From an optimization exercise on the open Yosys and OpenROAD flow, aimed at small area and a short achievable clock period; shortcuts taken in it are not production practice. The RTL was checked by simulation tests, not by an equivalence proof against the original design.

`flow/config.mk`:
```
export PLATFORM = sky130hd
export DESIGN_NAME = fp_format_converter
export DESIGN_NICKNAME = fp_format_converter
export VERILOG_FILES = /design/flow/design.v
export SDC_FILE = /design/flow/constraint.sdc
export NUM_CORES = 4
export LEC_CHECK = 0
export CAP_MARGIN = 20
export CORE_MARGIN = 2
export CORE_UTILIZATION = 25
export PLACE_DENSITY = 0.35
export SLEW_MARGIN = 20
```
`flow/run.sh`:
```
#!/bin/bash
# synth_recipe.tcl (not shown) runs the flow's synth.tcl, then flattens the netlist and writes it again
# the make line also repeats each setting of config.mk as NAME=value (left out here)
make -C /OpenROAD-flow-scripts/flow DESIGN_CONFIG=/design/flow/config.mk WORK_HOME=/design/flow/orfs CLKGATE_MAP_FILE= SYNTH_SCRIPT=/design/flow/synth_recipe.tcl finish
```
`flow/design.v`:
```
module real48_addsub (
    input  wire [47:0]        a,
    input  wire [47:0]        b,
    input  wire               sub,
    output reg                zero,
    output reg                sign,
    output reg signed [11:0]  e48,
    output reg  [38:0]        man
);
    wire       za = (a[46:39] == 8'd0);
    wire       zb = (b[46:39] == 8'd0);
    wire       sa = a[47];
    wire       sb = b[47] ^ sub;
    wire       a_big = ({a[46:39], a[38:0]} >= {b[46:39], b[38:0]});
    wire       s_big   = a_big ? sa : sb;
    wire       s_small = a_big ? sb : sa;
    wire [7:0] e_big   = a_big ? a[46:39] : b[46:39];
    wire [7:0] e_small = a_big ? b[46:39] : a[46:39];
    wire [39:0] m_big   = a_big ? {1'b1, a[38:0]} : {1'b1, b[38:0]};
    wire [39:0] m_small = a_big ? {1'b1, b[38:0]} : {1'b1, a[38:0]};
    wire [7:0] d  = e_big - e_small;
    wire [6:0] dc = (d > 8'd127) ? 7'd127 : d[6:0];
    wire [167:0] shifted = {m_small, 128'd0} >> dc;
    wire [103:0] aligned = shifted[167:64];
    wire         sticky  = |shifted[63:0];
    wire [105:0] x = {1'b0, m_big, 64'd0, 1'b0};
    wire [105:0] y = {1'b0, aligned, sticky};
    wire         eff_sub = s_big ^ s_small;
    wire [105:0] s = eff_sub ? (x - y) : (x + y);
    reg  [6:0]   p;
    integer      i;
    always @* begin
        p = 7'd0;
        for (i = 0; i < 106; i = i + 1)
            if (s[i]) p = i[6:0];
    end
    wire [105:0] sn     = s << (7'd105 - p);
    wire [52:0]  sig    = sn[105:53];
    wire         rbit   = sn[52];
    wire         stbit  = |sn[51:0];
    wire         rup    = rbit & (stbit | sig[0]);
    wire [53:0]  sig_r  = {1'b0, sig} + {53'd0, rup};
    wire         carry  = sig_r[53];
    always @* begin
        if (za && zb) begin
            zero = 1'b1; sign = 1'b0; e48 = 12'sd0; man = 39'd0;
        end else if (za) begin
            zero = 1'b0; sign = sb; e48 = {4'd0, b[46:39]}; man = b[38:0];
        end else if (zb) begin
            zero = 1'b0; sign = sa; e48 = {4'd0, a[46:39]}; man = a[38:0];
        end else if (s == 106'd0) begin
            zero = 1'b1; sign = 1'b0; e48 = 12'sd0; man = 39'd0;
        end else begin
            zero = 1'b0;
            sign = s_big;
            e48  = $signed({5'd0, p}) + $signed({4'd0, e_big}) - 12'sd104 + $signed({11'd0, carry});
            man  = carry ? 39'd0 : sig_r[51:13];
        end
    end
endmodule
module real48_mul (
    input  wire [47:0]        a,
    input  wire [47:0]        b,
    output reg                zero,
    output reg                sign,
    output reg signed [11:0]  e48,
    output reg  [38:0]        man
);
    wire        za = (a[46:39] == 8'd0);
    wire        zb = (b[46:39] == 8'd0);
    wire [39:0] ma = {1'b1, a[38:0]};
    wire [39:0] mb = {1'b1, b[38:0]};
    wire [79:0] prod = ma * mb;
    wire        top   = prod[79];
    wire [52:0] sig   = top ? prod[79:27] : prod[78:26];
    wire        rbit  = top ? prod[26] : prod[25];
    wire        stbit = top ? (|prod[25:0]) : (|prod[24:0]);
    wire        rup   = rbit & (stbit | sig[0]);
    wire [53:0] sig_r = {1'b0, sig} + {53'd0, rup};
    wire        carry = sig_r[53];
    always @* begin
        if (za || zb) begin
            zero = 1'b1; sign = 1'b0; e48 = 12'sd0; man = 39'd0;
        end else begin
            zero = 1'b0;
            sign = a[47] ^ b[47];
            e48  = $signed({4'd0, a[46:39]}) + $signed({4'd0, b[46:39]}) - 12'sd129
                 + $signed({11'd0, top}) + $signed({11'd0, carry});
            man  = carry ? 39'd0 : sig_r[51:13];
        end
    end
endmodule
module real48_div_rows #(
    parameter integer N = 14
) (
    input  wire [40:0]  r_in,
    input  wire [39:0]  mb,
    output reg  [40:0]  r_out,
    output reg  [N-1:0] q_out
);
    reg  [41:0] diff;
    integer     i;
    always @* begin
        r_out = r_in;
        for (i = N - 1; i >= 0; i = i - 1) begin
            diff = {1'b0, r_out} - {2'b00, mb};
            q_out[i] = ~diff[41];
            if (!diff[41])
                r_out = diff[40:0];
            r_out = {r_out[39:0], 1'b0};
        end
    end
endmodule
module fp_format_converter (
    input  wire        clk,
    input  wire        rst,
    input  wire        req_valid,
    input  wire [4:0]  req_op,
    input  wire [63:0] req_a,
    input  wire [63:0] req_b,
    output reg         rsp_valid,
    output reg  [2:0]  rsp_status,
    output reg  [63:0] rsp_data,
    output reg         rsp_flush
);
    localparam [2:0] ST_OK    = 3'd0,
                     ST_NAN   = 3'd1,
                     ST_INF   = 3'd2,
                     ST_RANGE = 3'd3,
                     ST_ILL   = 3'd5;
    reg        v1;
    reg [4:0]  op1;
    reg [63:0] a1, b1;
    always @(posedge clk) begin
        if (rst) v1 <= 1'b0;
        else     v1 <= req_valid;
        op1 <= req_op;
        a1  <= req_a;
        b1  <= req_b;
    end
    wire [47:0] w = a1[47:0];
    wire [47:0] v = b1[47:0];
    wire        wz = (w[46:39] == 8'd0);
    wire        vz = (v[46:39] == 8'd0);
    wire [7:0]  x_e = a1[30:23];
    wire [22:0] x_f = a1[22:0];
    wire [10:0] y_e = a1[62:52];
    wire [51:0] y_f = a1[51:0];
    wire signed [11:0] y_e48 = $signed({1'b0, y_e}) - 12'sd894;
    wire [7:0]  d32_e = w[46:39] - 8'd2;
    wire [10:0] d64_e = {3'd0, w[46:39]} + 11'd894;
    wire signed [48:0] key_w = wz ? 49'sd0 :
                               (w[47] ? -$signed({2'b00, w[46:0]} + 49'sd1)
                                      :  $signed({2'b00, w[46:0]} + 49'sd1));
    wire signed [48:0] key_v = vz ? 49'sd0 :
                               (v[47] ? -$signed({2'b00, v[46:0]} + 49'sd1)
                                      :  $signed({2'b00, v[46:0]} + 49'sd1));
    wire lt = key_w < key_v;
    wire gt = key_w > key_v;
    wire               as_zero, as_sign;
    wire signed [11:0] as_e48;
    wire [38:0]        as_man;
    real48_addsub u_addsub (
        .a(w), .b(v), .sub(op1[0]),
        .zero(as_zero), .sign(as_sign), .e48(as_e48), .man(as_man)
    );
    wire               mu_zero, mu_sign;
    wire signed [11:0] mu_e48;
    wire [38:0]        mu_man;
    real48_mul u_mul (
        .a(w), .b(v),
        .zero(mu_zero), .sign(mu_sign), .e48(mu_e48), .man(mu_man)
    );
    reg               ar_zero, ar_sign;
    reg signed [11:0] ar_e48;
    reg [38:0]        ar_man;
    always @* begin
        if (op1[3:1] == 3'b011) begin   
            ar_zero = as_zero; ar_sign = as_sign; ar_e48 = as_e48; ar_man = as_man;
        end else begin                  
            ar_zero = mu_zero; ar_sign = mu_sign; ar_e48 = mu_e48; ar_man = mu_man;
        end
    end
    reg [2:0]  st_n;
    reg [63:0] data_n;
    reg        fl_n;
    always @* begin
        st_n   = ST_OK;
        data_n = 64'd0;
        fl_n   = 1'b0;
        if (op1[4]) begin
            st_n = ST_ILL;
        end else begin
            case (op1[3:0])
                4'h0: begin  
                    if (x_e == 8'hFF)
                        st_n = (x_f != 23'd0) ? ST_NAN : ST_INF;
                    else if (x_e == 8'h00)
                        fl_n = (x_f != 23'd0);
                    else if (x_e == 8'hFE)
                        st_n = ST_RANGE;
                    else
                        data_n = {16'd0, a1[31], x_e + 8'd2, x_f, 16'd0};
                end
                4'h1: begin  
                    if (y_e == 11'h7FF)
                        st_n = (y_f != 52'd0) ? ST_NAN : ST_INF;
                    else if (y_e == 11'h000)
                        fl_n = (y_f != 52'd0);
                    else if (y_e48 < 12'sd1 || y_e48 > 12'sd255)
                        st_n = ST_RANGE;
                    else
                        data_n = {16'd0, a1[63], y_e48[7:0], y_f[51:13]};
                end
                4'h2: begin  
                    if (wz)
                        data_n = 64'd0;
                    else if (w[46:39] <= 8'd2)
                        st_n = ST_RANGE;
                    else
                        data_n = {32'd0, w[47], d32_e, w[38:16]};
                end
                4'h3: begin  
                    if (wz) data_n = 64'd0;
                    else    data_n = {w[47], d64_e, w[38:0], 13'd0};
                end
                4'h4: begin  
                    if (wz) data_n = {16'd0, w};
                    else    data_n = {16'd0, ~w[47], w[46:0]};
                end
                4'h5: data_n = {16'd0, w};           
                4'h6, 4'h7, 4'h8: begin              
                    if (ar_zero)
                        data_n = 64'd0;
                    else if (ar_e48 < 12'sd1 || ar_e48 > 12'sd255)
                        st_n = ST_RANGE;
                    else
                        data_n = {16'd0, ar_sign, ar_e48[7:0], ar_man};
                end
                4'hA: data_n = {63'd0, lt};          
                4'hB: data_n = {63'd0, gt};          
                4'hC: data_n = {63'd0, ~wz};         
                4'hD: data_n = 64'h0000_0080_0000_0000;  
                4'hE: data_n = 64'h0000_7FFF_FFFF_FFFF;  
                default: data_n = 64'h0000_2D00_0000_0000;  
            endcase
        end
    end
    wire        is_div = ~op1[4] & (op1[3:0] == 4'h9);
    wire [39:0] mb1    = {1'b1, v[38:0]};
    wire signed [11:0] dexp1 = $signed({4'd0, w[46:39]}) - $signed({4'd0, v[46:39]}) + 12'sd128;
    wire [40:0] r_s1;
    wire [13:0] q_s1;
    real48_div_rows #(.N(14)) u_rows1 (.r_in({2'b01, w[38:0]}), .mb(mb1), .r_out(r_s1), .q_out(q_s1));
    reg        v2, v3, v4;
    reg        dv2, dv3, dv4;
    reg [2:0]  st2, st3, st4;
    reg [63:0] d2, d3, d4;
    reg        f2, f3, f4;
    reg [40:0] r2, r3, r4;
    reg [38:0] mb2, mb3, mb4;
    reg [54:0] q2, q3, q4;
    reg        s2, s3, s4;
    reg        za2, za3, za4, zb2, zb3, zb4;
    reg signed [11:0] e2, e3, e4;
    wire [40:0] r_s2, r_s3;
    wire [13:0] q_s2, q_s3;
    real48_div_rows #(.N(14)) u_rows2 (.r_in(r2), .mb({1'b1, mb2}), .r_out(r_s2), .q_out(q_s2));
    real48_div_rows #(.N(14)) u_rows3 (.r_in(r3), .mb({1'b1, mb3}), .r_out(r_s3), .q_out(q_s3));
    always @(posedge clk) begin
        if (rst) begin v2 <= 1'b0; v3 <= 1'b0; v4 <= 1'b0; end
        else     begin v2 <= v1;   v3 <= v2;   v4 <= v3;   end
        dv2 <= is_div; st2 <= st_n; d2 <= data_n; f2 <= fl_n;
        r2 <= r_s1; mb2 <= v[38:0]; q2 <= {q_s1, 41'd0};
        s2 <= w[47] ^ v[47]; za2 <= wz; zb2 <= vz; e2 <= dexp1;
        dv3 <= dv2; st3 <= st2; d3 <= d2; f3 <= f2;
        r3 <= r_s2; mb3 <= mb2; q3 <= {q2[54:41], q_s2, 27'd0};
        s3 <= s2; za3 <= za2; zb3 <= zb2; e3 <= e2;
        dv4 <= dv3; st4 <= st3; d4 <= d3; f4 <= f3;
        r4 <= r_s3; mb4 <= mb3; q4 <= {q3[54:27], q_s3, 13'd0};
        s4 <= s3; za4 <= za3; zb4 <= zb3; e4 <= e3;
    end
    wire [40:0] r_s4;
    wire [12:0] q_s4;
    real48_div_rows #(.N(13)) u_rows4 (.r_in(r4), .mb({1'b1, mb4}), .r_out(r_s4), .q_out(q_s4));
    wire [54:0] q     = {q4[54:13], q_s4};
    wire        top   = q[54];
    wire [52:0] sig   = top ? q[54:2] : q[53:1];
    wire        rbit  = top ? q[1] : q[0];
    wire        stbit = top ? (q[0] | (r_s4 != 41'd0)) : (r_s4 != 41'd0);
    wire        rup   = rbit & (stbit | sig[0]);
    wire [53:0] sig_r = {1'b0, sig} + {53'd0, rup};
    wire        carry = sig_r[53];
    wire signed [11:0] de48 = e4 + $signed({11'd0, top}) + $signed({11'd0, carry});
    reg [2:0]  st_f;
    reg [63:0] d_f;
    always @* begin
        st_f = st4;
        d_f  = d4;
        if (dv4) begin
            st_f = ST_OK;
            d_f  = 64'd0;
            if (zb4)
                st_f = za4 ? ST_NAN : ST_INF;
            else if (za4)
                d_f = 64'd0;
            else if (de48 < 12'sd1 || de48 > 12'sd255)
                st_f = ST_RANGE;
            else
                d_f = {16'd0, s4, de48[7:0], carry ? 39'd0 : sig_r[51:13]};
        end
    end
    always @(posedge clk) begin
        if (rst) rsp_valid <= 1'b0;
        else     rsp_valid <= v4;
        rsp_status <= st_f;
        rsp_data   <= d_f;
        rsp_flush  <= dv4 ? 1'b0 : f4;
    end
endmodule
```
`flow/constraint.sdc`:
```
create_clock -name core_clock -period 110.0 [get_ports {clk}]
set_input_delay 22.0000 -clock core_clock [delete_from_list [all_inputs] [get_ports {clk}]]
set_output_delay 22.0000 -clock core_clock [all_outputs]
set_load 0.01 [all_outputs]
```
==> results_dict.tcl <==
set metrics [dict create \
    post_cts_resized 0 \
    cp-end-kind "flop" \
    core_mm2 0.867 \
    htreeDepth 3 \
    period_share_pct 86.1 \
    fmax_mhz 10.6 \
    vias 216048 \
    netlist_area_mm2 0.218 \
    synth_warnings 5 \
    grt_max_degree 112 \
    synth-seq-cells 757 \
    setup-tns-final_ns 0 \
    post-cts-setup-buffers 0 \
    insertion_delay_ns 0.98 \
    finalInstanceArea_mm2 0.239 \
    tightestPinTransition_ns 1.37 \
    synthArstFlopShare_pct 0 \
    viasPerCell 5.28 \
    syn2layout_area_growth_pct 9.66 \
    ys_types 139 \
    slowest_delay_ns 0.80 \
    ys_seq_area_share_pct 6.97 \
    cts_hold_buf 0 \
    cp_max_fo 74 \
    rr_worst_depth 407 \
    hp-start "d2[37]" \
    boundaryPins 205 \
    setup_ws_ns 15.25 \
    num-nets-final 33418 \
    path_clk_slew_ns 0.06 \
    synth_enable_flop_cells 0 \
    wl_per_cell_um 25.8 \
    fp.dieW_um 937 \
    start_util_pct 25.1 \
    overflow 0 \
    reg2reg_from "mb3[1]" \
    grt_antenna_before_repair 131 \
    crit_type "reg2reg" \
    r2r-end "r4[4]" \
    top_usage_layer "met2" \
    finalWirelength_um 1050000 \
    gr-usage-met2_pct 37.7 \
    drv_slew 0 \
    layout-drive-gt1-share_pct 7.06 \
    min_to "d3[37]" \
    start_kind "flop" \
    maxCapViolations 0 \
    path_common_cell "o21ai_0" \
    hold_viol 0 \
    grt_pass1_wl_um 1510000 \
    hold_ws_ns 0.308 \
    ys.flop_type "dfxtp_1" \
    die_area_mm2 0.878 \
    grt_usage_pct 23.1 \
    clock_path_buffers 4 \
    syn-num-nets 33738 \
    grt_setup_unrepaired "false" \
    portBuffers 188 \
    crit_required_ns 110.75 \
    num_rows 342 \
    drc 0 \
    syn_area_per_cell_um2 7.37 \
    slowest_stage "dfxtp_1" \
    min_period_ns 94.75 \
    dr.pass1.iters 8 \
    clock-root-buffer "clkbuf_16" \
    first_iter_violations 16334 \
    rrSetupSlack_ns 15.25 \
    status "finished clean" \
    met3_usage_pct 3.61 \
    syn_inst 29523 \
    pre_cts_ws_ns 16.02 \
    cts_inserted_buffers 104 \
    min_path_type "reg2reg" \
    grt_pass1_vias 211460 \
    finalSetupViolCount 0 \
    clock-sinks 757 \
    cts_tree "built" \
    place_congestion 0.944 \
    die_y_um 937 \
    slew_headroom_pct 8.72 \
    hpwlAfterDp_um 849000 \
    met1_usage_pct 31.5 \
    antenna_left 0 \
    place_area_mm2 0.235 \
    skew_ns 0.124 \
    whs_path_depth 0 \
    cp.arrival_ns 95.50 \
]
worst max-delay path by stage:
stage	startpoint	slack, ns	endpoint	depth (start not counted)
after floorplan	a1[0]	28.72	r2[10]	436
after global placement	mb3[1]	15.27	r4[3]	407
after detailed placement	mb3[1]	16.02	r4[3]	407
after CTS	mb3[1]	15.24	r4[22]	407
after global routing	mb3[1]	4.76	r4[22]	408
final	mb3[1]	15.25	r4[4]	407
per-layer routing:
metal  share of wire [%]  vias up
li1                    -   103160
met3                 6.0     1080
met5               0.022        -
met2                  45     5688
met1                  46   106088
met4                 3.5       32
final cells by class:
class                   instances  area [µm²]
diodes                         85         213
well taps                   11524       14400
fillers                     94730      629000
flip-flops and latches        757       15400
inverters                    2496        9370
clock inverters                63         656
multi-input cells           25022      189000
repair buffers                822        6820
clock buffers                 125        2810
cell usage in the layout (no fill, tap or decap), types with 506 or more instances in the layout:
master / instances
nand2_1: 3497
nor3_1: 778
xor2_1: 681
nor2_1: 2640
xnor2_1: 1301
mux2_2: 664
a21oi_1: 2118
dfxtp_1: 672
and2_1: 506
inv_1: 2431
nand3_1: 692
buf_4: 617
ha_1: 2627
fa_1: 1451
a21o_1: 743
o21ai_0: 1813
cell families after synthesis:
| kind of cell | Yosys count | share of synthesized area, % |
|---|---|---|
| flip-flops | 757 | 6.97 |
| buffers and inverters | 3744 | 6.59 |
| XOR/XNOR | 1987 | 8.00 |
| AO/OA/AOI/OAI | 8056 | 24.0 |
| multiplexers | 983 | 5.13 |
| adder cells (fa/ha/maj) | 4079 | 28.5 |
| AND/OR/NAND/NOR | 9917 | 20.9 |
state kept, by name, summed over array words and instances (netlist names), 3 cells and up:
register	count
d2	64
mb3	39
q4	42
d4	64
rsp_data	64
e3	10
b1	48
r3	40
d3	64
rsp_status	3
st2	3
a1	64
st3	3
q2	14
op1	5
mb4	39
r4	40
st4	3
r2	40
mb2	39
e2	10
q3	28
e4	10
through the flow:
| step | instances | util (%) |
|---|---|---|
| 2_1_floorplan | 29523 | - |
| 3_3_place_gp | 40618 | 27.1 |
| 3_5_place_dp | 40620 | 27.1 |
| 4_1_cts | 40808 | 27.5 |
| 5_1_grt | 40854 | 27.5 |
| 6_report | 40894 | 27.5 |
synthesized netlist by cell type, drive strengths merged, types with 94 or more instances:
cell	count	area (µm²)
a211oi	227	1760
a21boi	410	3080
a21o	746	5600
a21oi	2136	10700
a22oi	149	1140
a31oi	192	1200
and2	510	3190
and3	286	1790
buf	379	1690
clkbuf	869	3260
dfxtp	757	15200
fa	1451	29000
ha	2628	32900
inv	2469	9270
mux2	667	7510
mux2i	279	2810
nand2	3505	13200
nand2b	335	2100
nand3	696	3490
nand4	162	1060
nor2	2659	10000
nor2b	289	1810
nor3	791	4010
nor4	94	628
o211ai	155	1170
o21a	355	2670
o21ai	1912	9590
o21bai	196	1470
o22ai	117	732
o31ai	328	2510
or2	130	813
or3	242	1510
xnor2	1304	11400
xor2	683	5980
worst max-delay path, delay by kind of cell, from the launching register on:
kind	cells	cell delay (ns)
DFF	1	0.80
and+or+nand+nor	51	9.03
buffers and inverters	19	5.44
muxes	5	1.72
adders and majority gates	14	4.68
AOI/OAI and AO/OA	318	72.38

==> separate check: timing with driven ports <==
No port has a modelled driver above. Below, the same layout with a new extraction and two added sets of constraints.
Step 1 sets driving cells, clkbuf_16 on the clock port and buf_2 on the other inputs (assumed; they add their load-dependent delay and slew).
Step 2 moves the port delays by t, midway between the first and last clock arrival at a register: inputs arrive t later, outputs are due t later. That takes back most of the time a late clock gives input paths.
a / b / c = ideal / step 1 / step 2; a / b = the first two.
t (ns): 1.034
setup slack, ns: 15.255 / 15.255 / 15.255
worst setup path at the end: register to register
pins driven straight from the clock port: 1
After both steps setup and hold are still met in this run. The setup slack of this run moves by 0.000 ns with the drivers and by 0.000 ns with both steps.
